Background: an optimization exercise with open tools, aiming at small area, a short achievable clock period and few clock cycles. Do not read the settings as production practice.
Only simulation tests tie the RTL to the original design; equivalence was not proved.

**run.sh**
```bash
#!/bin/bash
# synth_recipe.tcl (not shown) runs the flow's synth.tcl, then flattens the netlist and writes it again
# the make line also repeats each setting of config.mk as NAME=value (left out here)
make -C /OpenROAD-flow-scripts/flow DESIGN_CONFIG=/design/flow/config.mk WORK_HOME=/design/flow/orfs CLKGATE_MAP_FILE= SYNTH_SCRIPT=/design/flow/synth_recipe.tcl finish
```
**config.mk**
```make
export PLATFORM = sky130hd
export DESIGN_NAME = permutation_table_rom
export DESIGN_NICKNAME = permutation_table_rom
export VERILOG_FILES = /design/flow/design.v
export SDC_FILE = /design/flow/constraint.sdc
export NUM_CORES = 4
export LEC_CHECK = 0
export CAP_MARGIN = 20
export CORE_MARGIN = 2
export CORE_UTILIZATION = 40
export SLEW_MARGIN = 20
```
**constraint.sdc**
```tcl
create_clock -name core_clock -period 110.0 [get_ports {clk}]
set_input_delay 22.0000 -clock core_clock [delete_from_list [all_inputs] [get_ports {clk}]]
set_output_delay 22.0000 -clock core_clock [all_outputs]
set_load 0.01 [all_outputs]
```
**design.v**
```verilog
module perm_table (
    input  wire [7:0] addr,
    output wire [7:0] data
);
    wire [4:0] f = addr[4:0] + {addr[2:0], 2'd0};              
    assign data = {f + {addr[0], 4'd0}, 3'd0} + ~addr + 8'd14;
endmodule
module ck_mix (
    input  wire [31:0] h,
    input  wire [7:0]  c8,      
    input  wire [7:0]  n8,      
    input  wire [31:0] k,
    output wire [31:0] m
);
    wire [31:0] prod = h * k;
    wire [19:0] y    = {prod[31:19], 5'd0} + {7'd0, prod[31:19]} + {1'b0, prod[18:0]};
    wire ge1 = (y >= 20'd104851);
    wire ge2 = (y >= 20'd209702);
    wire ge3 = (y >= 20'd314553);
    wire ge4 = (y >= 20'd419404);
    wire ge5 = (y >= 20'd524255);
    wire ge6 = (y >= 20'd629106);
    wire ge7 = (y >= 20'd733957);
    reg [7:0] qc;    
    always @(*) begin
        case ({ge7, ge6, ge5, ge4, ge3, ge2, ge1})
            7'b0000001: qc = 8'd229;
            7'b0000011: qc = 8'd202;
            7'b0000111: qc = 8'd175;
            7'b0001111: qc = 8'd148;
            7'b0011111: qc = 8'd121;
            7'b0111111: qc = 8'd94;
            7'b1111111: qc = 8'd67;
            default:    qc = 8'd0;
        endcase
    end
    wire [7:0] t1, t2, ty, t4;
    perm_table u_t1 (.addr(h[7:0] ^ c8),  .data(t1));
    perm_table u_t2 (.addr(h[15:8] ^ n8), .data(t2));
    perm_table u_t3 (.addr(y[7:0]),       .data(ty));
    perm_table u_t4 (.addr(c8 ^ n8),      .data(t4));
    wire [7:0] t3 = ty - qc;
    assign m = h ^ {t1, t2, t3, t4};
endmodule
module custom_checksum_engine (
    input  wire [31:0] c1,
    input  wire [31:0] c2,
    input  wire [7:0]  b,
    input  wire [15:0] i,
    input  wire        ph,
    output wire [31:0] cn
);
    wire [15:0] u  = i ^ {8'd0, b};
    wire [7:0]  c8 = ph ? (b ^ i[7:0]) : (b + i[7:0]);
    wire [7:0]  n8 = ph ? b : i[7:0];
    wire [31:0] h  = ph ? (c1 + c2) : (c1 ^ c2);
    wire [17:0] s  = ph ? ({2'd0, u} + {10'd0, b}) : ({1'b0, i, 1'b0} + {10'd0, b});
    wire [17:0] d  = ph ? ({2'd0, u} - {10'd0, b}) : {10'd0, b};        
    wire [31:0] k  = s * d[16:0] - ({32{d[17]}} & {s[14:0], 17'd0});
    wire [31:0] m;
    ck_mix u_mix (.h(h), .c8(c8), .n8(n8), .k(k), .m(m));
    assign cn = (ph ? {c2[22:0], c2[31:23]} : {c1[24:0], c1[31:25]}) ^ m;
endmodule
module jenkins_checksum_engine (
    input  wire [31:0] h,
    input  wire [7:0]  b,
    input  wire [31:0] len,
    output wire [31:0] h_byte,    
    output wire [31:0] h_final    
);
    wire [31:0] a1 = h + ({24'd0, b} ^ len);
    wire [31:0] a2 = a1 + (a1 << 10);
    assign h_byte = a2 ^ (a2 >> 6);
    wire [31:0] f1 = h_byte + (h_byte << 3);
    wire [31:0] f2 = f1 ^ ((f1 >> 11) + len);
    assign h_final = f2 + (f2 << 15);
endmodule
module fnv_checksum_engine (
    input  wire [63:0] s,
    input  wire [7:0]  b,
    output wire [63:0] s_next
);
    wire [63:0] b64 = {56'd0, b};
    wire [63:0] x   = s + (s << 1) + (s << 4) + (s << 5) + (s << 7) + (s << 8) + (s << 40)
                    + ((b64 << 11) | (b64 << 31) | (b64 << 53));
    assign s_next = x ^ (b64 | (b64 << 23) | (b64 << 43));
endmodule
module hash_result_folder (
    input  wire [63:0] x,
    input  wire [1:0]  wsel,
    input  wire        fold,
    output reg  [63:0] result
);
    wire [31:0] x32 = fold ? (x[63:32] ^ x[31:0]) : x[31:0];
    wire [15:0] x16 = x32[31:16] ^ x32[15:0];
    always @(*) begin
        case (wsel)
            2'd1:    result = {{48{x16[15]}}, x16};
            2'd2:    result = {{32{x32[31]}}, x32};
            default: result = x;
        endcase
    end
endmodule
module permutation_table_rom (
    input  wire        clk,
    input  wire        rst,           
    input  wire        host_we,
    input  wire [1:0]  host_addr,
    input  wire [15:0] host_wdata,
    output wire [1:0]  state,
    output wire [1:0]  ecode,
    output wire [63:0] result,
    output wire [15:0] arg_rd,
    output wire [15:0] cmd_rd,
    output wire        mem_req,
    output wire [15:0] mem_addr,
    input  wire        mem_gnt,
    input  wire [7:0]  mem_rdata
);
    localparam [1:0] S_IDLE = 2'd0, S_BUSY = 2'd1, S_DONE = 2'd2, S_ERROR = 2'd3;
    localparam [1:0] A_CK = 2'd0, A_JK = 2'd1, A_FN = 2'd2, A_TL = 2'd3;
    localparam [1:0] E_NONE = 2'd0, E_RESERVED = 2'd1, E_BUSY = 2'd2;
    localparam [31:0] CK_SEED1  = 32'hfab1c0e1;
    localparam [31:0] CK_SEED2  = 32'hca140be5;
    localparam [63:0] FNV_BASIS = 64'hcbf29ce484222325;
    localparam [63:0] FNV_START = 64'h1d10331a6b696bc7;    
    localparam [31:0] JK_RESEED = 32'h1234abcd;
    localparam [15:0] JK_NULL16 = 16'h3c29;
    localparam [31:0] JK_NULL32 = 32'h3b9aca07;
    localparam [63:0] JK_NULL64 = 64'h0de0b6b3a7640003;
    reg [1:0]  state_q;
    reg [1:0]  ecode_q;
    reg [15:0] arg_q;
    reg [15:0] cmd_q;
    reg [63:0] acc;
    reg        st;         
    reg [15:0] ra;         
    reg        mreq_q;
    reg [7:0]  breg;       
    reg [15:0] bi;         
    reg        bv;         
    reg        bfin;       
    reg        bres;       
    reg        rdone;      
    reg        ph;         
    reg        pass;       
    reg        fl;         
    assign state    = state_q;
    assign ecode    = ecode_q;
    assign result   = acc;
    assign arg_rd   = arg_q;
    assign cmd_rd   = cmd_q;
    assign mem_req  = mreq_q;
    assign mem_addr = ra;
    wire [1:0] alg   = cmd_q[1:0];
    wire [1:0] wsel  = cmd_q[3:2];
    wire       c_abs = cmd_q[4];
    wire       is_ck = (alg == A_CK);
    wire       is_jk = (alg == A_JK);
    wire       is_fn = (alg == A_FN);
    wire       is_tl = (alg == A_TL);
    wire       jk64  = is_jk && (wsel == 2'd3);
    wire       len0  = (arg_q == 16'd0);
    wire [15:0] w       = host_wdata;
    wire        w_hash  = (w[7:5] == 3'd0) && (w[1:0] != A_TL) && (w[3:2] != 2'd0) && (w[15:8] == 8'd0);
    wire        w_tlkup = (w[7:5] == 3'd0) && (w[1:0] == A_TL) && (w[3:2] == 2'd0) && !w[4];
    wire        w_legal = w_hash || w_tlkup;
    wire        w_reads = w_hash && !w[4] && !len0;
    wire [7:0] tl_data;
    perm_table u_tlkup (.addr(cmd_q[15:8]), .data(tl_data));
    localparam [63:0] CK_W0  = {CK_SEED1, CK_SEED2};
    localparam [31:0] CK_F32 = CK_W0[63:32] ^ CK_W0[31:0];
    localparam [15:0] CK_F16 = CK_F32[31:16] ^ CK_F32[15:0];
    localparam [31:0] FN_F32 = FNV_BASIS[63:32] ^ FNV_BASIS[31:0];
    localparam [15:0] FN_F16 = FN_F32[31:16] ^ FN_F32[15:0];
    reg [63:0] const_result;
    always @(*) begin
        const_result = 64'd0;
        if (is_tl) begin
            const_result = {56'd0, tl_data};
        end else if (c_abs) begin
            if (is_jk) begin
                case (wsel)
                    2'd1:    const_result = {48'd0, JK_NULL16};
                    2'd2:    const_result = {32'd0, JK_NULL32};
                    default: const_result = JK_NULL64;
                endcase
            end
        end else if (is_ck) begin
            case (wsel)
                2'd1:    const_result = {{48{CK_F16[15]}}, CK_F16};
                2'd2:    const_result = {{32{CK_F32[31]}}, CK_F32};
                default: const_result = CK_W0;
            endcase
        end else if (is_fn) begin
            case (wsel)
                2'd1:    const_result = {{48{FN_F16[15]}}, FN_F16};
                2'd2:    const_result = {{32{FN_F32[31]}}, FN_F32};
                default: const_result = FNV_BASIS;
            endcase
        end
    end
    wire no_read = is_tl || c_abs || len0;
    wire busy = (state_q == S_BUSY);
    wire rd   = mreq_q && mem_gnt;              
    wire [15:0] ra_inc = ra + 16'd1;
    wire rd_end = (ra_inc == arg_q);           
    wire [31:0] ck_n;
    custom_checksum_engine u_ck (
        .c1(acc[63:32]), .c2(acc[31:0]), .b(breg), .i(bi), .ph(ph), .cn(ck_n)
    );
    wire [31:0] jk_byte, jk_final;
    jenkins_checksum_engine u_jk (
        .h(acc[31:0]), .b(breg), .len({16'd0, arg_q}),
        .h_byte(jk_byte), .h_final(jk_final)
    );
    wire [63:0] fn_next;
    fnv_checksum_engine u_fn (.s(acc), .b(fl ? 8'd0 : breg), .s_next(fn_next));
    wire [63:0] wide = is_ck ? {acc[63:32], ck_n} : is_jk ? {acc[63:32], jk_final} : fn_next;
    wire [63:0] folded;
    hash_result_folder u_fold (.x(wide), .wsel(wsel), .fold(!is_jk), .result(folded));
    always @(posedge clk) begin
        if (rst) begin
            state_q <= S_IDLE;
            ecode_q <= E_NONE;
            arg_q   <= 16'd0;
            cmd_q   <= 16'd0;
            mreq_q  <= 1'b0;
        end else if (busy) begin
            if (host_we && (host_addr == 2'd0 || host_addr == 2'd1)) begin
                state_q <= S_ERROR;
                ecode_q <= E_BUSY;
                mreq_q  <= 1'b0;
            end else if (st && no_read) begin
                state_q <= S_DONE;
            end else begin
                if (is_ck) begin
                    if (!bv) mreq_q <= !rd && !rdone;
                    else if (!ph) mreq_q <= !rdone;
                    else mreq_q <= !rd && !rdone;
                end else if (rd && rd_end && !(jk64 && !pass)) begin
                    mreq_q <= 1'b0;
                end
                if (bv && bfin && !(is_ck && !ph) && !is_fn) state_q <= S_DONE;
                if (fl) state_q <= S_DONE;
            end
        end else if (state_q != S_ERROR && host_we) begin
            if (host_addr == 2'd0) begin
                arg_q <= host_wdata;
            end else if (host_addr == 2'd1) begin
                cmd_q  <= w;
                mreq_q <= w_reads;
                if (!w_legal) begin
                    state_q <= S_ERROR;
                    ecode_q <= E_RESERVED;
                end else begin
                    state_q <= S_BUSY;
                end
            end
        end
    end
    always @(posedge clk) begin
        st <= !rst && !busy && state_q != S_ERROR && host_we && host_addr == 2'd1;
        if (!busy) begin
            ra    <= 16'd0;
            bv    <= 1'b0;
            rdone <= 1'b0;
            ph    <= 1'b0;
            pass  <= 1'b0;
            fl    <= 1'b0;
        end else begin
            if (rd) begin
                breg <= mem_rdata;
                bi   <= ra;
            end
            if (st) begin
                acc <= no_read ? const_result :
                       is_ck   ? {CK_SEED1, CK_SEED2} :
                       is_jk   ? 64'd0 : FNV_START;
            end
            if (is_ck) begin
                if (rd) begin
                    bfin  <= rd_end;
                    ra    <= ra_inc;
                    rdone <= rd_end;
                end
                if (bv && !ph) begin
                    acc[63:32] <= ck_n;
                    ph         <= 1'b1;
                end else begin
                    if (bv) begin
                        ph <= 1'b0;
                        if (bfin) acc       <= folded;
                        else      acc[31:0] <= ck_n;
                    end
                    bv <= rd;
                end
            end else begin
                if (rd) begin
                    if (rd_end && jk64 && !pass) begin
                        bfin <= 1'b0;
                        bres <= 1'b1;
                        ra   <= 16'd0;
                        pass <= 1'b1;
                    end else begin
                        bfin <= rd_end;
                        bres <= 1'b0;
                        ra   <= ra_inc;
                    end
                end
                bv <= rd;
                if (fl) begin
                    acc <= folded;
                end else if (bv) begin
                    if (is_fn) begin
                        acc <= fn_next;
                        fl  <= bfin;
                    end else if (bfin) begin
                        acc <= folded;
                    end else if (bres) begin
                        acc <= {jk_final, jk_final ^ JK_RESEED};
                    end else begin
                        acc[31:0] <= jk_byte;
                    end
                end
            end
        end
    end
endmodule
```
==> run summary <==
The flow ran to the end and the layout has no timing, DRC or antenna violations. The number of hold violations in the final report was 0; the site row count was 146. The highest clock frequency the design can meet was 38.5 MHz; the detailed-router iteration count before antenna repair was 6. The critical-path maximum fanout was 25. The number of setup buffers added after CTS is 0. The hold-critical path depth works out to 2. The most area-hungry cell type in the Yosys netlist was sky130_fd_sc_hd__fa_1.

The congestion estimate from routability-driven global placement came to 1.08. In the routed layout, each cell is associated on average with a via count of 5.85. The run gives 17 as the number of buffers inserted during clock tree synthesis.

The number of global-route vias before repair was 58500; the number of synthesized register bits was 149. In this run the standard cell core region covers 158000 sq um. A synthesized cell averages 8.12 sq um.

After routing the design area is 69100 sq um. The async set-or-reset flop fraction in the synthesized netlist is 0. The fraction of final layout cells sized beyond drive strength 1 was 0.0492. The most used flip-flop cell after synthesis is sky130_fd_sc_hd__edfxtp_1. The highest cell delay on the worst timing path is 0.72 ns. Setup repair after global routing left no endpoint under its margin.

After global routing the overflow that remains totals 0. The number of synthesized flops with an enable pin was 90; the data required time of the worst path was 110.32 ns. After clock tree synthesis, the clock-pin slew on the worst setup and hold paths is 0.08 ns. The time the final worst path needs with I/O delays and setup was 25.94 ns. The path category of the worst min-delay check was flop to flop.

The I/O pin count is 147, and the multi-input logic area is 53900 sq um. The height of the die works out to 402 um. The post-route clock period utilization works out to 0.236. The share of the synthesized area in the top cell type was 0.306; the slew at the pin closest to its max-slew limit was 1.24 ns. The DRC violation total after the first TritonRoute iteration came out at 6421.

The number of antenna violations at the first check in global routing is 21, and the total number of clock tree sinks is 149. Across the run, the number of max-cap violations was 0. The post-synthesis cell count came out at 7825. The tools report the arrival time reported for the critical path endpoint as 26.26 ns.

The total routing usage reported by global routing is 0.329. The netlist uses 95 different library cells. The run gives 68400 sq um as the standard cell area after detailed placement. STA classifies the critical path endpoint as a flop.

The run gives 0.171 as the max-slew headroom at the worst pin. The worst setup path is of the flop to flop kind. The count of buffers added on input and output ports is 146.

Clock tree synthesis selected as its root buffer the cell sky130_fd_sc_hd__clkbuf_16. For the final routed database, the setup TNS stands at 0 ns. For the number of warnings issued by yosys, the log shows 3. The slowest stage of the critical path is the sky130_fd_sc_hd__nor2_1 cell. The effective utilization at floorplan was 0.402; the maximum number of pins on one net before global-route repair was 66. Maximum clock insertion buffer count: 2. From synthesis to final layout, the design area changed by 8.83%. The worst clock skew on the final layout is 0.0167 ns.

The tools report the number of failing setup endpoints in the final timing report as 0. By area the synthesized netlist is led by sky130_fd_sc_hd__fa_1 (31%), sky130_fd_sc_hd__ha_1 (12%), sky130_fd_sc_hd__inv_1 (7.6%). The depth of the most critical reg-to-reg path was 100. Buffers inserted to repair hold after CTS numbered 0. From left edge to right edge, the die measures 402 um. The logs give 0.50 ns for the clock latency at the later pin of the worst-skew pair and 63500 sq um for the area of the mapped netlist.

The quantity of gates resized following cts is 0, and the DRC violations left is 0. The count of H-tree levels built during CTS was 4. TritonCTS built the clock tree. Kind of start point of the critical path: a flop. The net count of the finished layout is 9513.

The layout has 15800 filler cells. The first-pass GRT wire length was 394 mm; the die area was 162000 sq um. The sequential cell area fraction in the yosys report was 0.0611. Detailed-route wire length: 269 mm. The sequential cells in the finished layout cover a total of 3900 sq um.

The post-detailed-route wirelength per cell was 26.8 um; the number of max-slew violations in the final report was 0. Summed over all nets, the half-perimeter wirelength after detailed placement is 211 mm. In this run the remaining antenna-violating nets after routing total 0. Across all layers, the routed design uses 58600 vias.
## stage by stage
step / std cells / worst slack [ns] / utilization / hold WS (ns)
floorplan: 7840 / 86.20 / - / 0.446
global placement: 9971 / 84.62 / 0.433 / 0.452
detailed placement: 9971 / 84.34 / 0.433 / 0.447
CTS: 10000 / 84.27 / 0.437 / 0.456
global route: 10000 / 82.33 / 0.437 / 0.480
finish: 10000 / 84.06 / 0.437 / 0.453
## layer usage
metal / global-route usage / wire length [um] / up-vias
li1: - / - / 25600
met1: 0.405 / 101000 / 29000
met2: 0.516 / 120000 / 3173
met3: 0.0755 / 25700 / 830
met4: 0.221 / 21300 / 16
met5: 0 / 151 / -
## synth_stat cells (25+ instances only)
master                        n
sky130_fd_sc_hd__ha_1       593
sky130_fd_sc_hd__nand2_1    848
sky130_fd_sc_hd__o31ai_1     25
sky130_fd_sc_hd__inv_1     1285
sky130_fd_sc_hd__o211ai_1    46
sky130_fd_sc_hd__edfxtp_1    90
sky130_fd_sc_hd__a211oi_1    57
sky130_fd_sc_hd__a21oi_1    460
sky130_fd_sc_hd__dfxtp_1     59
sky130_fd_sc_hd__or3_1       31
sky130_fd_sc_hd__nor3_1      85
sky130_fd_sc_hd__mux2i_1     85
sky130_fd_sc_hd__buf_1       38
sky130_fd_sc_hd__o21bai_1    50
sky130_fd_sc_hd__o21ai_0    334
sky130_fd_sc_hd__xnor2_1    496
sky130_fd_sc_hd__o22ai_1     51
sky130_fd_sc_hd__xor2_1     199
sky130_fd_sc_hd__o21a_1      50
sky130_fd_sc_hd__a22oi_1     31
sky130_fd_sc_hd__o221ai_1    26
sky130_fd_sc_hd__or2_2       36
sky130_fd_sc_hd__a21o_1     124
sky130_fd_sc_hd__nor2b_1     37
sky130_fd_sc_hd__a31oi_1     54
sky130_fd_sc_hd__and2_1     123
sky130_fd_sc_hd__fa_1       971
sky130_fd_sc_hd__nand3_1     85
sky130_fd_sc_hd__nand2b_1   106
sky130_fd_sc_hd__clkbuf_1   281
sky130_fd_sc_hd__nand4_1     30
sky130_fd_sc_hd__and3_1      43
sky130_fd_sc_hd__nor2_1     647
## cell usage in the layout, fill, tap and decap left out, types with 51 or more instances in the layout
cell and count:
sky130_fd_sc_hd__a211oi_1 57, sky130_fd_sc_hd__a21o_1 124, sky130_fd_sc_hd__a21oi_1 460, sky130_fd_sc_hd__a31oi_1 54
sky130_fd_sc_hd__and2_1 123, sky130_fd_sc_hd__buf_4 240, sky130_fd_sc_hd__clkdlybuf4s50_1 146, sky130_fd_sc_hd__dfxtp_1 53
sky130_fd_sc_hd__edfxtp_1 90, sky130_fd_sc_hd__fa_1 971, sky130_fd_sc_hd__ha_1 591, sky130_fd_sc_hd__inv_1 1284
sky130_fd_sc_hd__mux2i_1 85, sky130_fd_sc_hd__nand2_1 847, sky130_fd_sc_hd__nand2b_1 106, sky130_fd_sc_hd__nand3_1 85
sky130_fd_sc_hd__nor2_1 639, sky130_fd_sc_hd__nor3_1 84, sky130_fd_sc_hd__o21ai_0 333, sky130_fd_sc_hd__o22ai_1 51
sky130_fd_sc_hd__xnor2_1 475, sky130_fd_sc_hd__xor2_1 194
## area by class of cell
cell class,instances,area share
Antenna cell,14,0.000507
Clock buffer,17,0.00615
Clock inverter,15,0.00277
Inverter,1290,0.0700
Multi-Input combinational cell,6074,0.779
Sequential cell,149,0.0564
Tap cell,2072,0.0375
Timing Repair Buffer,387,0.0473
## worst max-delay path: cells and delay by family, from the launching register on
kind	cells	cell delay, ns
multiplexers	2	0.38
buffers and inverters	14	1.30
adder cells (fa/ha/maj)	21	9.54
AO/OA/AOI/OAI	18	3.84
flip-flops	1	0.68
XOR/XNOR	24	5.50
AND/OR/NAND/NOR	21	4.48
## path summary, 6_finish.rpt
kind                                             from               endpoint  slack, ns
worst max-delay path                breg[1]$_DFFE_PP_      acc[63]$_DFFE_PP_      84.06
worst min-delay path            cmd_q[7]$_SDFFE_PP0P_  cmd_q[7]$_SDFFE_PP0P_       0.45
worst max register to register      breg[1]$_DFFE_PP_      acc[63]$_DFFE_PP_      84.06
worst min register to register  cmd_q[7]$_SDFFE_PP0P_  cmd_q[7]$_SDFFE_PP0P_       0.45
## sequential cells by signal, summed over array words and instances, names as in the netlist
name and count:
ph 1, arg_q 16, ra 16, bres 1, bfin 1, mreq_q 1, pass 1, acc 64
cmd_q 16, st 1, rdone 1, bv 1, breg 8, fl 1, state_q 2, ecode_q 2
bi 16
## cells by family (layout without fill, tap and decap cells)
kind of cell,count (synthesis),after routing,synth area share
multiplexers,99,99,0.0159
XOR/XNOR,702,702,0.0983
other,2,31,0.000118
flip-flops,149,149,0.0611
buffers and inverters,1617,1709,0.0959
adder cells (fa/ha/maj),1564,1564,0.423
AO/OA/AOI/OAI,1555,1555,0.156
AND/OR/NAND/NOR,2137,2137,0.150
Testbench counts, summed over its fixed seeds: cycles 63,654.

[port drivers added, routing unchanged]
The flow's constraints put no driver on any port. The routed layout listed below was extracted and timed again, unchanged, in two steps. Step 1, drivers: a clkbuf_16 drives clk and a buf_2 each remaining input, both assumed. Step 2 moves the port delays by t, midway between the first and last clock arrival at a register: inputs arrive t later, outputs are due t later. That takes back most of the time a late clock gives input paths. a / b / c = no drivers / after step 1 / after step 2; a / b = the first two.
t (ns): 0.552
setup slack, ns: 84.057 / 84.057 / 84.057
worst setup path after step 2: register to register
worst register clock-pin slew, ns: 0.09 / 0.09
After both steps setup and hold are still met in this run. The setup slack of this run moves by 0.000 ns with the drivers and by 0.000 ns with both steps.
